What follows belongs to an exercise in optimizing a design on an open flow for small area, a short achievable clock period and few clock cycles; a production flow would make more cautious choices. In this exercise RTL edits were held to simulation tests only and were not proved equivalent to the original. Power and IR drop assume default switching activity.

==> flow/design.v (excerpt) <==
module kb_report_encoder (
    input  wire        clk,
    input  wire        rst,
    input  wire        start,
    input  wire [95:0] deb,
    output wire        ready,
    output reg         done,
    output reg  [63:0] report,
    output wire        changed
);
    wire L = deb[95];
    reg        busy;
    reg  [2:0] ph;
    reg  [19:1] pst;     
    reg  [3:1] qst;     
    reg        valid, diffa, diffb;
    wire p0 = ~busy;
    wire active = busy | start;
    wire n0 = (deb[0] & ~L);
    wire n1 = deb[1];
    wire n2 = deb[2];
    wire n3 = deb[3];
    wire n4 = deb[6];
    wire n5 = deb[7];
    wire n6 = deb[8];
    wire n7 = (deb[9] & ~L);
    wire n8 = deb[10];
    wire n9 = deb[12];
    wire n10 = deb[13];
    wire n11 = deb[14];
    wire n12 = deb[15];
    wire n13 = deb[16];
    wire n14 = deb[18];
    wire n15 = deb[19];
    wire n16 = deb[20];
    wire n17 = deb[21];
    wire n18 = (deb[22] & ~L);
    wire n19 = deb[24];
    wire n20 = deb[25];
  ...
export LEC_CHECK = 0
export ABC_AREA = 1
export CAP_MARGIN = 20
export CORE_MARGIN = 2
export CORE_UTILIZATION = 55
export SLEW_MARGIN = 20
create_clock -name core_clock -period 5.0 [get_ports {clk}]
run.sh (not shown) runs the stock make flow with config.mk's settings and CLKGATE_MAP_FILE= SYNTH_SCRIPT=/design/flow/synth_recipe.tcl, a recipe that flattens the netlist after the stock synthesis.
The starting point produced a clean layout.
Testbench counts at the start, summed over its fixed seeds: cycles 5,590.
Change:
==> flow/flow/run.sh (new file) <==
#!/bin/bash
# The standard layout (standard.sh), with every input and output port still
# buffered, but with a plain buffer cell (buf_1) instead of the resizer's
# default choice (a delay buffer, clkdlybuf4s50_1).
set -euo pipefail
export BUFFER_PORTS_ARGS="-buffer_cell sky130_fd_sc_hd__buf_1"
bash standard.sh > standard_flow.log 2>&1
==> flow/standard.sh (new file) <==
#!/bin/bash
# synth_recipe.tcl (not shown) runs the flow's synth.tcl, then flattens the netlist and writes it again
# the make line also repeats each setting of config.mk as NAME=value (left out here)
make -C /OpenROAD-flow-scripts/flow DESIGN_CONFIG=/design/flow/config.mk WORK_HOME=/design/flow/orfs CLKGATE_MAP_FILE= SYNTH_SCRIPT=/design/flow/synth_recipe.tcl "${@:-finish}"
Settings changed: SETUP_SLACK_MARGIN set to 0.8.
removed: flow/run.sh
The changed run finished with timing, DRC and antenna clean.
Clock-buffer cell count is unchanged.
Setup slack gets better by 0.43 ns.
Synthesized area is unchanged.
Routed wire length hardly moves.
Final cell count barely changes.
Fmax climbs by 11%.
Change:
==> flow/flow/run.sh (replaced) <==
#!/bin/bash
# The standard layout (standard.sh), with two changes in how it is made:
#  - every input and output port is still buffered, but with a plain buffer
#    cell (buf_1) instead of the resizer's default choice (a delay buffer);
#  - synthesis maps the logic with flow/abc_area.script, an area-oriented ABC
#    script (dc2; dch -f; map -a), in place of ORFS's abc_area.script. The
#    rest of synthesis (synth_recipe.tcl, its registers and names) is unchanged.
set -euo pipefail
here=$(pwd)
rm -rf "$here/scripts_copy"
cp -r "$FLOW_HOME/scripts" "$here/scripts_copy"
cp "$here/flow/abc_area.script" "$here/scripts_copy/abc_area.script"
export SCRIPTS_DIR="$here/scripts_copy"
export BUFFER_PORTS_ARGS="-buffer_cell sky130_fd_sc_hd__buf_1"
bash standard.sh > standard_flow.log 2>&1
==> flow/flow/abc_area.script (new file) <==
strash
dc2
dch -f
map -a
topo
stime -c
buffer -c
upsize -c
dnsize -c
Settings changed: SETUP_SLACK_MARGIN 0.8 to not set.
=>
- register-to-register slack is worse by 0.68 ns
- worst setup slack gets worse by 0.68 ns
- die area went down by 7.7%
- via count came out lower by about 4%
- sequential share of layout area rises by 1.5 points
- fmax falls by about 14%
- count of clock-buffer cells in the layout does not change
Change:
==> flow/flow/run.sh (replaced) <==
#!/bin/bash
# The standard layout (standard.sh), with every input and output port still
# buffered, but with a plain buffer cell (buf_1) instead of the resizer's
# default choice (a delay buffer, clkdlybuf4s50_1).
set -euo pipefail
export BUFFER_PORTS_ARGS="-buffer_cell sky130_fd_sc_hd__buf_1"
bash standard.sh > standard_flow.log 2>&1
removed: flow/flow/abc_area.script
The changed run produced a clean layout.
Core utilization is lower by 2.0 points.
Global-route usage is lower by 5.6 points.
Power barely changes.
Wire length is lower by 4.8%.

---

## wip/willow
Another version of the RTL of kb_report_encoder (not shown whole).
For scale: ~8200 sq um of cells after synthesis.
export LEC_CHECK = 0
export ABC_AREA = 1
export CAP_MARGIN = 20
export CORE_MARGIN = 2
export CORE_UTILIZATION = 55
export SETUP_SLACK_MARGIN = 1.6
export SLEW_MARGIN = 20
create_clock -name core_clock -period 5.0 [get_ports {clk}]
standard.sh (not shown) runs the stock make flow with config.mk's settings and CLKGATE_MAP_FILE= SYNTH_SCRIPT=/design/flow/synth_recipe.tcl, a recipe that flattens the netlist after the stock synthesis.
==> flow/flow/run.sh <==
#!/bin/bash
# The standard layout (standard.sh), with every input and output port still
# buffered, but with a plain buffer cell (buf_1) instead of the resizer's
# default choice (a delay buffer, clkdlybuf4s50_1).
set -euo pipefail
export BUFFER_PORTS_ARGS="-buffer_cell sky130_fd_sc_hd__buf_1"
bash standard.sh > standard_flow.log 2>&1
wip/willow finished every step from synthesis to the final layout, and the layout passed the timing, design-rule and antenna checks.
Testbench counts of wip/willow, summed over its fixed seeds: cycles 5,590.
Edits applied to the flow inputs when going from wip/willow to wip/harbor:
Settings: PLACE_DENSITY: unset -> 0.9.
Results
- In the metrics for wip/willow and wip/harbor, the one carrying the lower power share of the combinational group is wip/willow.
- Side by side, post-route worst setup slack turned out higher in wip/harbor than in wip/willow.
- [compare] base=wip/willow new=wip/harbor: number of antenna cells inserted has remained practically unchanged; first-iteration DRC count shows a reduction of 8.4%.
Input-level comparison between wip/garnet and wip/harbor:
Settings: PLACE_DENSITY removed (was 0.9).
==> flow/flow/run.sh <==
#!/bin/bash
# The standard layout (standard.sh), with two changes in how it is made:
#  - every input and output port is still buffered, but with a plain buffer
#    cell (buf_1) instead of the resizer's default choice (a delay buffer);
#  - synthesis maps the logic with flow/abc_area.script, an area-oriented ABC
#    script (dc2; dch -f; map -a), in place of ORFS's abc_area.script. The
#    rest of synthesis (synth_recipe.tcl, its registers and names) is unchanged.
set -euo pipefail
here=$(pwd)
rm -rf "$here/scripts_copy"
cp -r "$FLOW_HOME/scripts" "$here/scripts_copy"
cp "$here/flow/abc_area.script" "$here/scripts_copy/abc_area.script"
export SCRIPTS_DIR="$here/scripts_copy"
export BUFFER_PORTS_ARGS="-buffer_cell sky130_fd_sc_hd__buf_1"
bash standard.sh > standard_flow.log 2>&1
==> flow/flow/abc_area.script (new file) <==
strash
dc2
dch -f
map -a
topo
stime -c
buffer -c
upsize -c
dnsize -c
Results
- The shortest period the worst path allows of wip/garnet was inferior to that of wip/harbor.
- Compared to wip/harbor, wip/garnet has combinational cell fraction of total power 3.8 points higher.
- The most common cell after layout, fill and taps aside comes out inv_1 in one run and nand2_1 in the other, namely in wip/garnet and wip/harbor respectively.
- Delta(final worst-path cycle share, wip/garnet - wip/harbor) > 0
- wip/harbor → wip/garnet: switching share of power went up by 2.0 points, first-pass GRT wire length up about 9%.
- wip/harbor → wip/garnet: total core area fell 5.2%, design area rose 11%, critical path depth rose 6.

---

kb_report_encoder, a different RTL version from the one above (not shown whole).
For scale: roughly 94 flip-flops, roughly 170 I/O pins, ~0.0075 mm2 of cells after synthesis.
## kb_report_encoder
module kb_report_encoder (
    input  wire        clk,
    input  wire        rst,
    input  wire        start,
    input  wire [95:0] deb,
    output wire        ready,
    output reg         done,
    output reg  [63:0] report,
    output wire        changed
);
==> flow/config.mk <==
export PLATFORM = sky130hd
export DESIGN_NAME = kb_report_encoder
export DESIGN_NICKNAME = kb_report_encoder
export VERILOG_FILES = /design/flow/design.v
export SDC_FILE = /design/flow/constraint.sdc
export NUM_CORES = 4
export LEC_CHECK = 0
export ABC_AREA = 1
export CAP_MARGIN = 20
export CORE_MARGIN = 2
export CORE_UTILIZATION = 55
export SLEW_MARGIN = 20
==> flow/constraint.sdc <==
create_clock -name core_clock -period 5.0 [get_ports {clk}]
set_input_delay 1.0000 -clock core_clock [delete_from_list [all_inputs] [get_ports {clk}]]
set_output_delay 1.0000 -clock core_clock [all_outputs]
set_load 0.01 [all_outputs]
==> flow/flow/run.sh <==
#!/bin/bash
# The standard layout (standard.sh), with every input and output port still
# buffered, but with a plain buffer cell (buf_1) instead of the resizer's
# default choice (a delay buffer, clkdlybuf4s50_1).
set -euo pipefail
export BUFFER_PORTS_ARGS="-buffer_cell sky130_fd_sc_hd__buf_1"
bash standard.sh > standard_flow.log 2>&1
Testbench counts at the start, summed over its fixed seeds: cycles 5,590.
Change:
==> flow/run.sh (new file) <==
#!/bin/bash
# synth_recipe.tcl (not shown) runs the flow's synth.tcl, then flattens the netlist and writes it again
# the make line also repeats each setting of config.mk as NAME=value (left out here)
make -C /OpenROAD-flow-scripts/flow DESIGN_CONFIG=/design/flow/config.mk WORK_HOME=/design/flow/orfs CLKGATE_MAP_FILE= SYNTH_SCRIPT=/design/flow/synth_recipe.tcl finish
- CAP_MARGIN: 20 -> 5
- SLEW_MARGIN: 20 -> 5
removed: flow/flow/run.sh
removed: flow/standard.sh
=> The changed run finished clean. Setup slack is better by 25 ps. Total power climbs by 6.8%. Design area is higher by 15%. Global-route usage rose by 1.3 points. Clock power hardly moves. Non-clock buffer count came out higher by 48. Maximum frequency goes up by 0.54%. Flip-flop and latch count stays the same. Die area does not change. Register-to-register slack gains 120 ps. Clock-buffer cell count stays the same.

---

kb_report_encoder with an RTL version that a note above also has.
Size: ~1400 cells after synthesis, roughly 85 flip-flops, about 170 I/O pins, ~0.0082 mm^2 of cells after synthesis.
==> flow/config.mk <==
export PLATFORM = sky130hd
export DESIGN_NAME = kb_report_encoder
export DESIGN_NICKNAME = kb_report_encoder
export VERILOG_FILES = /design/flow/design.v
export SDC_FILE = /design/flow/constraint.sdc
export NUM_CORES = 4
export LEC_CHECK = 0
export ABC_AREA = 1
export CAP_MARGIN = 20
export CORE_MARGIN = 2
export CORE_UTILIZATION = 55
export PLACE_DENSITY = 0.8
export SETUP_SLACK_MARGIN = 1.5
export SLEW_MARGIN = 20
==> flow/constraint.sdc <==
create_clock -name core_clock -period 5.0 [get_ports {clk}]
set_input_delay 1.0000 -clock core_clock [delete_from_list [all_inputs] [get_ports {clk}]]
set_output_delay 1.0000 -clock core_clock [all_outputs]
set_load 0.01 [all_outputs]
==> flow/flow/run.sh <==
#!/bin/bash
# The standard layout (standard.sh), with every input and output port still
# buffered, but with a plain buffer cell (buf_1) instead of the resizer's
# default choice (a delay buffer, clkdlybuf4s50_1).
set -euo pipefail
export BUFFER_PORTS_ARGS="-buffer_cell sky130_fd_sc_hd__buf_1"
bash standard.sh > standard_flow.log 2>&1
The baseline ran to the end with no violations.
Testbench counts at the start, summed over its fixed seeds: cycles 5,590.
Then changed:
- PLACE_DENSITY: 0.8 -> unset
- SETUP_SLACK_MARGIN: 1.5 -> 1.9
The changed run completed with no timing, DRC or antenna violations.
Count of clock-buffer cells in the layout is unchanged.
Design area grows by 8.4%.
Worst setup slack improves by 230 ps.
Die area does not change.
Then changed:
- PLACE_DENSITY: unset -> 0.8
- SETUP_SLACK_MARGIN: 1.9 -> 1.6
The new run ran to the end with no violations.
Total power is lower by about 2.3%.
Clock power hardly moves.
Global-route usage is lower by 1.5 points.
Synthesized area is unchanged.
Die area stays the same.
Then changed:
- CTS_BUF_LIST: unset -> sky130_fd_sc_hd__clkbuf_4 sky130_fd_sc_hd__clkbuf_8
- PLACE_DENSITY: 0.8 -> unset
What happened: The new run ran to the end with no violations; utilization went down by 1.2 points; design area went down by 1.8%; cell count is about the same; maximum frequency went down by 4.0%; worst setup slack got worse by 140 ps; total power went down by 6.7%; clock skew went up by 4.0 ps; sequential power barely changes; routed wire length went down by 2.7%; clock-buffer cell count stays the same; global-route usage went down by 1.6 points.
Then changed:
- CTS_BUF_LIST: sky130_fd_sc_hd__clkbuf_4 sky130_fd_sc_hd__clkbuf_8 -> unset
- SETUP_SLACK_MARGIN: 1.6 -> 1.35
Result: The changed run passed the timing, design-rule and antenna checks. Critical path depth went down by 3. Sequential share of layout area went up by 0.36 points. Final area went down by 1.6%. Via count went down by 1.4%.

[re-timing with driven ports]
Ports are ideal in the flow. The routed layouts listed here were re-timed in OpenROAD.
Step 1 (the two cells are an assumption about what drives the block):
set clk [get_ports {clk}]
set_driving_cell -lib_cell sky130_fd_sc_hd__clkbuf_16 $clk
set_driving_cell -lib_cell sky130_fd_sc_hd__buf_2 [delete_from_list [all_inputs] $clk]
Step 2 moves the port delays by t, midway between the first and last clock arrival at a register: inputs arrive t later, outputs are due t later. That takes back most of the time a late clock gives input paths.
Three values: ideal ports, drivers, drivers and shift; two values: the first two.
run	t, ns	slack for setup (ns)	clock arrival spread, ns
the first run of note 1	0.406	0.563 / 0.586 / 0.180	0.019 / 0.020
the second run of note 1	0.406	0.994 / 0.994 / 0.680	0.012 / 0.012
the third run of note 1	0.418	0.318 / 0.318 / 0.125	0.018 / 0.018
the fourth run of note 1	0.406	0.994 / 0.994 / 0.680	0.012 / 0.012
wip/willow	0.388	1.642 / 1.662 / 1.274	0.014 / 0.014
wip/harbor	0.393	1.651 / 1.670 / 1.278	0.017 / 0.017
wip/garnet	0.406	0.334 / 0.334 / -0.011	0.016 / 0.016
the first run of note 3	0.393	0.302 / 0.319 / -0.074	0.010 / 0.010
the second run of note 3	0.396	0.327 / 0.338 / -0.058	0.013 / 0.013
the first run of note 4	0.395	1.516 / 1.537 / 1.143	0.014 / 0.013
the second run of note 4	0.394	1.750 / 1.771 / 1.377	0.012 / 0.012
the third run of note 4	0.404	1.720 / 1.744 / 1.339	0.015 / 0.015
the fourth run of note 4	0.415	1.583 / 1.596 / 1.181	0.019 / 0.019
the fifth run of note 4	0.396	1.480 / 1.500 / 1.104	0.014 / 0.014
Met with ideal ports but missed after step 2: setup timing in wip/garnet, the first run of note 3 and the second run of note 3. For the fourth run of note 4, which loses most, drivers alone change the setup slack by +0.013 ns; drivers and shift together by -0.402 ns.
